What follows belongs to an exercise in optimizing a design on an open flow for small area, a short achievable clock period and few clock cycles per item; a production flow would make more cautious choices. Only simulation tests tie the RTL to the original design; equivalence was not proved.

==> run a <==
==> flow/design.v <==
module zmt_tile_decoder (
    input  wire        clk,
    input  wire        rst,
    input  wire        pal_we,
    input  wire [3:0]  pal_idx,
    input  wire [31:0] pal_data,
    input  wire        in_valid,
    output reg         in_ready,
    input  wire [7:0]  in_byte,
    input  wire [1:0]  in_mode,
    output reg         out_valid,
    input  wire        out_ready,
    output reg  [31:0] out_pixel,
    output reg         out_last
);
    localparam LAT = 465;             
    reg        pw_v;
    reg [3:0]  pw_idx;
    reg [31:0] pw_data;
    reg [31:0] pal [0:15];
    always @(posedge clk) begin
        pw_v    <= pal_we && !rst;
        pw_idx  <= pal_idx;
        pw_data <= pal_data;
        if (pw_v)
            pal[pw_idx] <= pw_data;
    end
    reg [1:0]  icnt;
    reg [9:0]  ie0, ie1;
    wire       in_fire = in_valid && in_ready;
    wire       ipop;                  
    wire       ihave = (icnt != 2'd0);
    always @(posedge clk) begin
        if ((icnt == 2'd0) || (icnt == 2'd1 && ipop) || (icnt == 2'd2 && ipop))
            ie0 <= (icnt == 2'd2) ? ie1 : {in_mode, in_byte};
        if (icnt == 2'd1 && !ipop)
            ie1 <= {in_mode, in_byte};
    end
    wire [1:0] icnt_nx = icnt + {1'b0, in_fire} - {1'b0, ipop};
    always @(posedge clk) begin
        if (rst) begin
            icnt     <= 2'd0;
            in_ready <= 1'b0;
        end else begin
            icnt     <= icnt_nx;
            in_ready <= (icnt_nx != 2'd2);
        end
    end
    localparam SL_UND = 2'd0, SL_REAL = 2'd1, SL_BUB = 2'd2;
    reg [8:0] pos;                    
    reg [1:0] sl;                     
    reg [1:0] cur_mode;
    reg       prev_real;              
    reg [1:0] prev_mode;
    reg       br_v, br_ph, br_last;
    reg [7:0] br_byte;
    reg [1:0] br_mode;
    wire      pipe_en;
    wire in_ok = (sl == SL_REAL) ? ihave :
                 (sl == SL_BUB)  ? 1'b1 : (ihave || prev_real);
    wire step  = in_ok && (!br_v || (br_ph && pipe_en));
    assign ipop = step && ((sl == SL_REAL) || (sl == SL_UND && ihave));
    wire       late      = (pos >= LAT);            
    wire       elem_v    = late ? (sl == SL_REAL) : prev_real;
    wire [1:0] elem_mode = late ? cur_mode : prev_mode;
    wire       elem_last = (pos == LAT - 1);
    always @(posedge clk) begin
        if (rst) begin
            pos       <= 9'd0;
            sl        <= SL_UND;
            prev_real <= 1'b0;
        end else if (step) begin
            pos <= pos + 9'd1;
            if (sl == SL_UND) begin
                sl <= ihave ? SL_REAL : SL_BUB;
            end
            if (pos == 9'd511) begin
                sl        <= SL_UND;
                prev_real <= (sl == SL_REAL);
            end
        end
    end
    always @(posedge clk) begin
        if (step && sl == SL_UND)
            cur_mode <= ie0[9:8];
        if (step && pos == 9'd511)
            prev_mode <= cur_mode;
    end
    wire [7:0] n0, n1, n2, n3, n4, n5, n6, n7, n8;
    assign n0 = ie0[7:0];
    zmt_xstage #(.I(5), .J(4), .LS(0))   u_s0 (.clk(clk), .en(step), .pos(pos), .x(n0), .y(n1));
    zmt_xstage #(.I(4), .J(0), .LS(16))  u_s1 (.clk(clk), .en(step), .pos(pos), .x(n1), .y(n2));
    zmt_xstage #(.I(6), .J(5), .LS(31))  u_s2 (.clk(clk), .en(step), .pos(pos), .x(n2), .y(n3));
    zmt_xstage #(.I(5), .J(1), .LS(63))  u_s3 (.clk(clk), .en(step), .pos(pos), .x(n3), .y(n4));
    zmt_xstage #(.I(7), .J(6), .LS(93))  u_s4 (.clk(clk), .en(step), .pos(pos), .x(n4), .y(n5));
    zmt_xstage #(.I(6), .J(2), .LS(157)) u_s5 (.clk(clk), .en(step), .pos(pos), .x(n5), .y(n6));
    zmt_xstage #(.I(8), .J(7), .LS(217)) u_s6 (.clk(clk), .en(step), .pos(pos), .x(n6), .y(n7));
    zmt_xstage #(.I(7), .J(3), .LS(345)) u_s7 (.clk(clk), .en(step), .pos(pos), .x(n7), .y(n8));
    always @(posedge clk) begin
        if (rst) begin
            br_v  <= 1'b0;
            br_ph <= 1'b0;
        end else if (step) begin
            br_v  <= elem_v;
            br_ph <= 1'b0;
        end else if (br_v && pipe_en) begin
            br_ph <= 1'b1;
            if (br_ph)
                br_v <= 1'b0;
        end
    end
    always @(posedge clk) begin
        if (step) begin
            br_byte <= n8;
            br_mode <= elem_mode;
            br_last <= elem_last;
        end
    end
    function [23:0] mixh;             
        input [7:0] p;
        input [7:0] q;
        input [7:0] a;
        integer     i;
        reg  [11:0] lo, hi;
        begin
            lo = 12'd128;
            hi = 12'd0;
            for (i = 0; i < 4; i = i + 1)
                lo = lo + ((a[i] ? {4'd0, q} : {4'd0, p}) << i);
            for (i = 4; i < 8; i = i + 1)
                hi = hi + ((a[i] ? {4'd0, q} : {4'd0, p}) << (i - 4));
            mixh = {hi, lo};
        end
    endfunction
    function [7:0] mixr;              
        input [23:0] h;
        reg   [15:0] u;
        reg   [16:0] v;
        begin
            u    = {4'd0, h[11:0]} + {h[23:12], 4'd0};
            v    = {1'b0, u} + {9'd0, u[15:8]};
            mixr = v[15:8];
        end
    endfunction
    function [95:0] blendh;
        input [31:0] d;
        input [31:0] s;
        input [7:0]  a;
        begin
            blendh = {mixh(d[31:24], s[31:24], a), mixh(d[23:16], s[23:16], a),
                      mixh(d[15:8],  s[15:8],  a), mixh(d[7:0],   s[7:0],   a)};
        end
    endfunction
    function [31:0] blendr;
        input [95:0] h;
        begin
            blendr = {mixr(h[95:72]), mixr(h[71:48]), mixr(h[47:24]), mixr(h[23:0])};
        end
    endfunction
    wire [31:0] p0 = pal[0];
    reg        s1_v, s1_last;
    reg [1:0]  s1_mode;
    reg [31:0] s1_src;
    reg [7:0]  s1_a;
    wire [3:0]  nib = br_ph ? br_byte[3:0] : br_byte[7:4];
    wire [31:0] col = pal[nib];
    always @(posedge clk) begin
        if (rst)
            s1_v <= 1'b0;
        else if (pipe_en)
            s1_v <= br_v;
        if (pipe_en) begin
            s1_last <= br_last && br_ph;
            s1_mode <= br_mode;
            s1_src  <= col;
            s1_a    <= (br_mode == 2'd0) ? 8'hff : col[7:0];
        end
    end
    reg        s2_v, s2_last;
    reg [1:0]  s2_mode;
    reg [95:0] s2_h;
    always @(posedge clk) begin
        if (rst)
            s2_v <= 1'b0;
        else if (pipe_en)
            s2_v <= s1_v;
        if (pipe_en) begin
            s2_last <= s1_last;
            s2_mode <= s1_mode;
            s2_h    <= blendh(p0, s1_src, s1_a);
        end
    end
    reg        s3_v, s3_last;
    reg [31:0] s3_res;
    reg [7:0]  s3_a;
    wire [31:0] once = blendr(s2_h);
    always @(posedge clk) begin
        if (rst)
            s3_v <= 1'b0;
        else if (pipe_en)
            s3_v <= s2_v;
        if (pipe_en) begin
            s3_last <= s2_last;
            s3_res  <= once;
            s3_a    <= (s2_mode == 2'd3) ? once[7:0] : 8'hff;
        end
    end
    reg        s4_v, s4_last;
    reg [95:0] s4_h;
    always @(posedge clk) begin
        if (rst)
            s4_v <= 1'b0;
        else if (pipe_en)
            s4_v <= s3_v;
        if (pipe_en) begin
            s4_last <= s3_last;
            s4_h    <= blendh(p0, s3_res, s3_a);
        end
    end
    wire [31:0] s5_pix = blendr(s4_h);
    wire        push   = pipe_en && s4_v;
    reg        full;
    reg [31:0] sp_pix;
    reg        sp_last;
    wire       pop = out_valid && out_ready;
    assign pipe_en = !full;
    always @(posedge clk) begin
        if (rst) begin
            out_valid <= 1'b0;
            full      <= 1'b0;
        end else begin
            if (pop || !out_valid) begin
                if (full) begin
                    out_valid <= 1'b1;
                    full      <= 1'b0;
                end else begin
                    out_valid <= push;
                end
            end else if (push) begin
                full <= 1'b1;
            end
        end
    end
    always @(posedge clk) begin
        if (pop || !out_valid) begin
            out_pixel <= full ? sp_pix  : s5_pix;
            out_last  <= full ? sp_last : s4_last;
        end
        if (push && out_valid && !pop) begin
            sp_pix  <= s5_pix;
            sp_last <= s4_last;
        end
    end
endmodule
module zmt_xstage #(
    parameter I  = 1,
    parameter J  = 0,
    parameter LS = 0
) (
    input  wire       clk,
    input  wire       en,
    input  wire [8:0] pos,
    input  wire [7:0] x,
    output wire [7:0] y
);
    localparam D = (1 << I) - (1 << J);
    localparam [8:0] LSP = LS;
    reg  [8*D-1:0] dl;
    wire [8:0]     n     = pos - LSP;
    wire           xsel = n[I] && !n[J];
    wire [7:0]     dlo   = dl[8*D-1 -: 8];
    wire [7:0]     dli   = xsel ? dlo : x;
    assign y = xsel ? x : dlo;
    always @(posedge clk) begin
        if (en) begin
            if (D > 1)
                dl <= {dl[8*D-9:0], dli};
            else
                dl <= dli;
        end
    end
endmodule
==> flow/run.sh <==
#!/bin/bash
# synth_recipe.tcl (not shown) runs the flow's synth.tcl, then flattens the netlist and writes it again
# the make line also repeats each setting of config.mk as NAME=value (left out here)
make -C /OpenROAD-flow-scripts/flow DESIGN_CONFIG=/design/flow/config.mk WORK_HOME=/design/flow/orfs CLKGATE_MAP_FILE= SYNTH_SCRIPT=/design/flow/synth_recipe.tcl finish
==> flow/config.mk <==
export PLATFORM = sky130hd
export DESIGN_NAME = zmt_tile_decoder
export DESIGN_NICKNAME = zmt_tile_decoder
export VERILOG_FILES = /design/flow/design.v
export SDC_FILE = /design/flow/constraint.sdc
export NUM_CORES = 4
export LEC_CHECK = 0
export CAP_MARGIN = 20
export CORE_MARGIN = 2
export CORE_UTILIZATION = 40
export PLACE_DENSITY = 0.6
export SLEW_MARGIN = 20
export SYNTH_MEMORY_MAX_BITS = 8192
==> flow/constraint.sdc <==
create_clock -name core_clock -period 20.0 [get_ports {clk}]
set_input_delay 4.0000 -clock core_clock [delete_from_list [all_inputs] [get_ports {clk}]]
set_output_delay 4.0000 -clock core_clock [all_outputs]
set_load 0.01 [all_outputs]
==> run b (differences from run a) <==
--- a/flow/design.v
+++ b/flow/design.v
@@ -15,14 +15,8 @@
 );
     localparam LAT = 465;             
-    reg        pw_v;
-    reg [3:0]  pw_idx;
-    reg [31:0] pw_data;
     reg [31:0] pal [0:15];
     always @(posedge clk) begin
-        pw_v    <= pal_we && !rst;
-        pw_idx  <= pal_idx;
-        pw_data <= pal_data;
-        if (pw_v)
-            pal[pw_idx] <= pw_data;
+        if (pal_we)
+            pal[pal_idx] <= pal_data;
     end
     reg [1:0]  icnt;
@@ -57,7 +51,5 @@
     reg [1:0] br_mode;
     wire      pipe_en;
-    wire in_ok = (sl == SL_REAL) ? ihave :
-                 (sl == SL_BUB)  ? 1'b1 : (ihave || prev_real);
-    wire step  = in_ok && (!br_v || (br_ph && pipe_en));
+    reg  step;
     assign ipop = step && ((sl == SL_REAL) || (sl == SL_UND && ihave));
     wire       late      = (pos >= LAT);            
@@ -65,4 +57,15 @@
     wire [1:0] elem_mode = late ? cur_mode : prev_mode;
     wire       elem_last = (pos == LAT - 1);
+    wire       slot_end  = step && (pos == 9'd511);
+    wire [1:0] sl_nx     = slot_end ? SL_UND :
+                           (step && sl == SL_UND) ? (ihave ? SL_REAL : SL_BUB) : sl;
+    wire       prev_nx   = slot_end ? (sl == SL_REAL) : prev_real;
+    wire       br_v_nx   = step ? elem_v : ((br_v && br_ph && pipe_en) ? 1'b0 : br_v);
+    wire       br_ph_nx  = step ? 1'b0 : ((br_v && pipe_en) ? 1'b1 : br_ph);
+    wire       full_nx;
+    wire       ihave_nx  = (icnt_nx != 2'd0);
+    wire       in_ok_nx  = (sl_nx == SL_REAL) ? ihave_nx :
+                           (sl_nx == SL_BUB)  ? 1'b1 : (ihave_nx || prev_nx);
+    wire       step_nx   = in_ok_nx && (!br_v_nx || (br_ph_nx && !full_nx));
     always @(posedge clk) begin
         if (rst) begin
@@ -70,13 +73,11 @@
             sl        <= SL_UND;
             prev_real <= 1'b0;
-        end else if (step) begin
-            pos <= pos + 9'd1;
-            if (sl == SL_UND) begin
-                sl <= ihave ? SL_REAL : SL_BUB;
-            end
-            if (pos == 9'd511) begin
-                sl        <= SL_UND;
-                prev_real <= (sl == SL_REAL);
-            end
+            step      <= 1'b0;
+        end else begin
+            if (step)
+                pos <= pos + 9'd1;
+            sl        <= sl_nx;
+            prev_real <= prev_nx;
+            step      <= step_nx;
         end
     end
@@ -101,11 +102,7 @@
             br_v  <= 1'b0;
             br_ph <= 1'b0;
-        end else if (step) begin
-            br_v  <= elem_v;
-            br_ph <= 1'b0;
-        end else if (br_v && pipe_en) begin
-            br_ph <= 1'b1;
-            if (br_ph)
-                br_v <= 1'b0;
+        end else begin
+            br_v  <= br_v_nx;
+            br_ph <= br_ph_nx;
         end
     end
@@ -225,4 +222,5 @@
     wire       pop = out_valid && out_ready;
     assign pipe_en = !full;
+    assign full_nx = (pop || !out_valid) ? 1'b0 : (push ? 1'b1 : full);
     always @(posedge clk) begin
         if (rst) begin
@@ -230,14 +228,7 @@
             full      <= 1'b0;
         end else begin
-            if (pop || !out_valid) begin
-                if (full) begin
-                    out_valid <= 1'b1;
-                    full      <= 1'b0;
-                end else begin
-                    out_valid <= push;
-                end
-            end else if (push) begin
-                full <= 1'b1;
-            end
+            if (pop || !out_valid)
+                out_valid <= full || push;
+            full <= full_nx;
         end
     end
==> flow/flow/run.sh (new file) <==
#!/bin/bash
# The standard layout, with two changes to how it is made:
#  - timing repair is asked to leave a setup margin, so that the period the
#    layout achieves is optimised, not only the 20 ns constraint;
#  - the port buffers that the standard flow inserts are buf_4 cells.
set -euo pipefail
export SETUP_SLACK_MARGIN=14.5
export BUFFER_PORTS_ARGS="-inputs -outputs -buffer_cell sky130_fd_sc_hd__buf_4"
bash standard.sh > standard.log 2>&1
==> flow/standard.sh (new file) <==
#!/bin/bash
# synth_recipe.tcl (not shown) runs the flow's synth.tcl, then flattens the netlist and writes it again
# the make line also repeats each setting of config.mk as NAME=value (left out here)
make -C /OpenROAD-flow-scripts/flow DESIGN_CONFIG=/design/flow/config.mk WORK_HOME=/design/flow/orfs CLKGATE_MAP_FILE= SYNTH_SCRIPT=/design/flow/synth_recipe.tcl "${@:-finish}"
--- a/flow/config.mk
+++ b/flow/config.mk
@@ -8,6 +8,8 @@
 export CAP_MARGIN = 20
 export CORE_MARGIN = 2
-export CORE_UTILIZATION = 40
-export PLACE_DENSITY = 0.6
+export CORE_UTILIZATION = 65
+export CTS_CLUSTER_DIAMETER = 100
+export CTS_CLUSTER_SIZE = 25
+export PLACE_DENSITY = 0.72
 export SLEW_MARGIN = 20
 export SYNTH_MEMORY_MAX_BITS = 8192
removed: flow/run.sh
==> run c (differences from run a) <==
--- a/flow/design.v
+++ b/flow/design.v
@@ -15,14 +15,8 @@
 );
     localparam LAT = 465;             
-    reg        pw_v;
-    reg [3:0]  pw_idx;
-    reg [31:0] pw_data;
     reg [31:0] pal [0:15];
     always @(posedge clk) begin
-        pw_v    <= pal_we && !rst;
-        pw_idx  <= pal_idx;
-        pw_data <= pal_data;
-        if (pw_v)
-            pal[pw_idx] <= pw_data;
+        if (pal_we)
+            pal[pal_idx] <= pal_data;
     end
     reg [1:0]  icnt;
@@ -57,7 +51,5 @@
     reg [1:0] br_mode;
     wire      pipe_en;
-    wire in_ok = (sl == SL_REAL) ? ihave :
-                 (sl == SL_BUB)  ? 1'b1 : (ihave || prev_real);
-    wire step  = in_ok && (!br_v || (br_ph && pipe_en));
+    reg  step;
     assign ipop = step && ((sl == SL_REAL) || (sl == SL_UND && ihave));
     wire       late      = (pos >= LAT);            
@@ -65,4 +57,15 @@
     wire [1:0] elem_mode = late ? cur_mode : prev_mode;
     wire       elem_last = (pos == LAT - 1);
+    wire       slot_end  = step && (pos == 9'd511);
+    wire [1:0] sl_nx     = slot_end ? SL_UND :
+                           (step && sl == SL_UND) ? (ihave ? SL_REAL : SL_BUB) : sl;
+    wire       prev_nx   = slot_end ? (sl == SL_REAL) : prev_real;
+    wire       br_v_nx   = step ? elem_v : ((br_v && br_ph && pipe_en) ? 1'b0 : br_v);
+    wire       br_ph_nx  = step ? 1'b0 : ((br_v && pipe_en) ? 1'b1 : br_ph);
+    wire       full_nx;
+    wire       ihave_nx  = (icnt_nx != 2'd0);
+    wire       in_ok_nx  = (sl_nx == SL_REAL) ? ihave_nx :
+                           (sl_nx == SL_BUB)  ? 1'b1 : (ihave_nx || prev_nx);
+    wire       step_nx   = in_ok_nx && (!br_v_nx || (br_ph_nx && !full_nx));
     always @(posedge clk) begin
         if (rst) begin
@@ -70,13 +73,11 @@
             sl        <= SL_UND;
             prev_real <= 1'b0;
-        end else if (step) begin
-            pos <= pos + 9'd1;
-            if (sl == SL_UND) begin
-                sl <= ihave ? SL_REAL : SL_BUB;
-            end
-            if (pos == 9'd511) begin
-                sl        <= SL_UND;
-                prev_real <= (sl == SL_REAL);
-            end
+            step      <= 1'b0;
+        end else begin
+            if (step)
+                pos <= pos + 9'd1;
+            sl        <= sl_nx;
+            prev_real <= prev_nx;
+            step      <= step_nx;
         end
     end
@@ -101,11 +102,7 @@
             br_v  <= 1'b0;
             br_ph <= 1'b0;
-        end else if (step) begin
-            br_v  <= elem_v;
-            br_ph <= 1'b0;
-        end else if (br_v && pipe_en) begin
-            br_ph <= 1'b1;
-            if (br_ph)
-                br_v <= 1'b0;
+        end else begin
+            br_v  <= br_v_nx;
+            br_ph <= br_ph_nx;
         end
     end
@@ -225,4 +222,5 @@
     wire       pop = out_valid && out_ready;
     assign pipe_en = !full;
+    assign full_nx = (pop || !out_valid) ? 1'b0 : (push ? 1'b1 : full);
     always @(posedge clk) begin
         if (rst) begin
@@ -230,14 +228,7 @@
             full      <= 1'b0;
         end else begin
-            if (pop || !out_valid) begin
-                if (full) begin
-                    out_valid <= 1'b1;
-                    full      <= 1'b0;
-                end else begin
-                    out_valid <= push;
-                end
-            end else if (push) begin
-                full <= 1'b1;
-            end
+            if (pop || !out_valid)
+                out_valid <= full || push;
+            full <= full_nx;
         end
     end
==> flow/flow/run.sh (new file) <==
#!/bin/bash
# The standard layout, with two changes to how it is made:
#  - timing repair is asked to leave a setup margin, so that the period the
#    layout achieves is optimised, not only the 20 ns constraint;
#  - the port buffers that the standard flow inserts are buf_4 cells.
set -euo pipefail
export SETUP_SLACK_MARGIN=14
export BUFFER_PORTS_ARGS="-inputs -outputs -buffer_cell sky130_fd_sc_hd__buf_4"
bash standard.sh > standard.log 2>&1
==> flow/standard.sh (new file) <==
#!/bin/bash
# synth_recipe.tcl (not shown) runs the flow's synth.tcl, then flattens the netlist and writes it again
# the make line also repeats each setting of config.mk as NAME=value (left out here)
make -C /OpenROAD-flow-scripts/flow DESIGN_CONFIG=/design/flow/config.mk WORK_HOME=/design/flow/orfs CLKGATE_MAP_FILE= SYNTH_SCRIPT=/design/flow/synth_recipe.tcl "${@:-finish}"
--- a/flow/config.mk
+++ b/flow/config.mk
@@ -8,6 +8,8 @@
 export CAP_MARGIN = 20
 export CORE_MARGIN = 2
-export CORE_UTILIZATION = 40
-export PLACE_DENSITY = 0.6
+export CORE_UTILIZATION = 65
+export CTS_CLUSTER_DIAMETER = 100
+export CTS_CLUSTER_SIZE = 25
+export PLACE_DENSITY = 0.72
 export SLEW_MARGIN = 20
 export SYNTH_MEMORY_MAX_BITS = 8192
removed: flow/run.sh
==> notes.md <==
status complete, no violations; Die X 515 µm; post-synthesis compound-gate area fraction between 2 and 2.5%; DR vias just under 70000; post-synthesis mux area share 5.72%; Sink Count around 4600; post-synthesis adder-cell area fraction ~5.5%; dpl cells about 11000; post-route setup slack ~15 ns; simple-gate portion of the synthesized area between 1.5 and 2%
the above is filed under run b

==> notes.md <==
HP Class reg2reg; post-synthesis adder-cell area fraction roughly 5.5%; post-synthesis compound-gate area fraction around 2.2%; status complete, no violations; simple-gate portion of the synthesized area ~1.7%; post-route setup slack 13.16 ns; vias in the first global route 70900; Critical Path, Cell by Cell buf_4 -> inv_8 -> a21boi_0 -> buf_4 -> a21oi_4 -> buf_12 -> buf_4 -> buf_4 -> buf_4 -> buf_12 -> buf_6; Sink Count ~4700; Die X 655 µm
the above is filed under run a

==> notes.md <==
post-synthesis compound-gate area fraction under 10%; DR vias 68900; simple-gate portion of the synthesized area under 10%; post-synthesis mux area share 5.72%; dpl cells 11500; Post-synth top flop edfxtp_1; first-pass GRT wire length about 400 mm; inverter count approximately 400; Die X just over 500 µm; post-route setup slack ~14 ns; status complete, no violations; post-synthesis adder-cell area fraction under 10%; Sink Count approximately 4600
the above is filed under run c

Testbench counts of run a, summed over its fixed seeds: cycles 69,312, tiles 64.
Testbench counts of run b, summed over its fixed seeds: cycles 69,312, tiles 64.
Testbench counts of run c, summed over its fixed seeds: cycles 69,312, tiles 64.

port drivers added, routing unchanged:
The results above use ideal ports. As a check the final layouts listed here were re-extracted and re-timed, cells and wires unchanged.
Step 1 (the two cells are an assumption about what drives the block):
set clk [get_ports {clk}]
set_driving_cell -lib_cell sky130_fd_sc_hd__clkbuf_16 $clk
set_driving_cell -lib_cell sky130_fd_sc_hd__buf_2 [delete_from_list [all_inputs] $clk]
Step 2 adds t to the input delays and takes it off the output delays; t is the mean of the earliest and latest rising clock arrival at the registers after step 1. Input paths then give back, and output paths get back, about the clock's delay inside the block.
Slacks: ideal ports / drivers / drivers and shift; pairs: ideal ports / drivers.
run	shift t [ns]	setup WS [ns]	worst register clock-pin slew, ns
run a	1.042	13.160 / 13.160 / 13.160	0.07 / 0.07
run b	0.995	14.509 / 14.416 / 14.133	0.11 / 0.11
run c	0.995	14.489 / 14.396 / 14.126	0.11 / 0.11
After both steps setup and hold are still met in every run listed. The setup slack of run b, which loses most, moves by -0.093 ns with the drivers and by -0.376 ns with both steps.
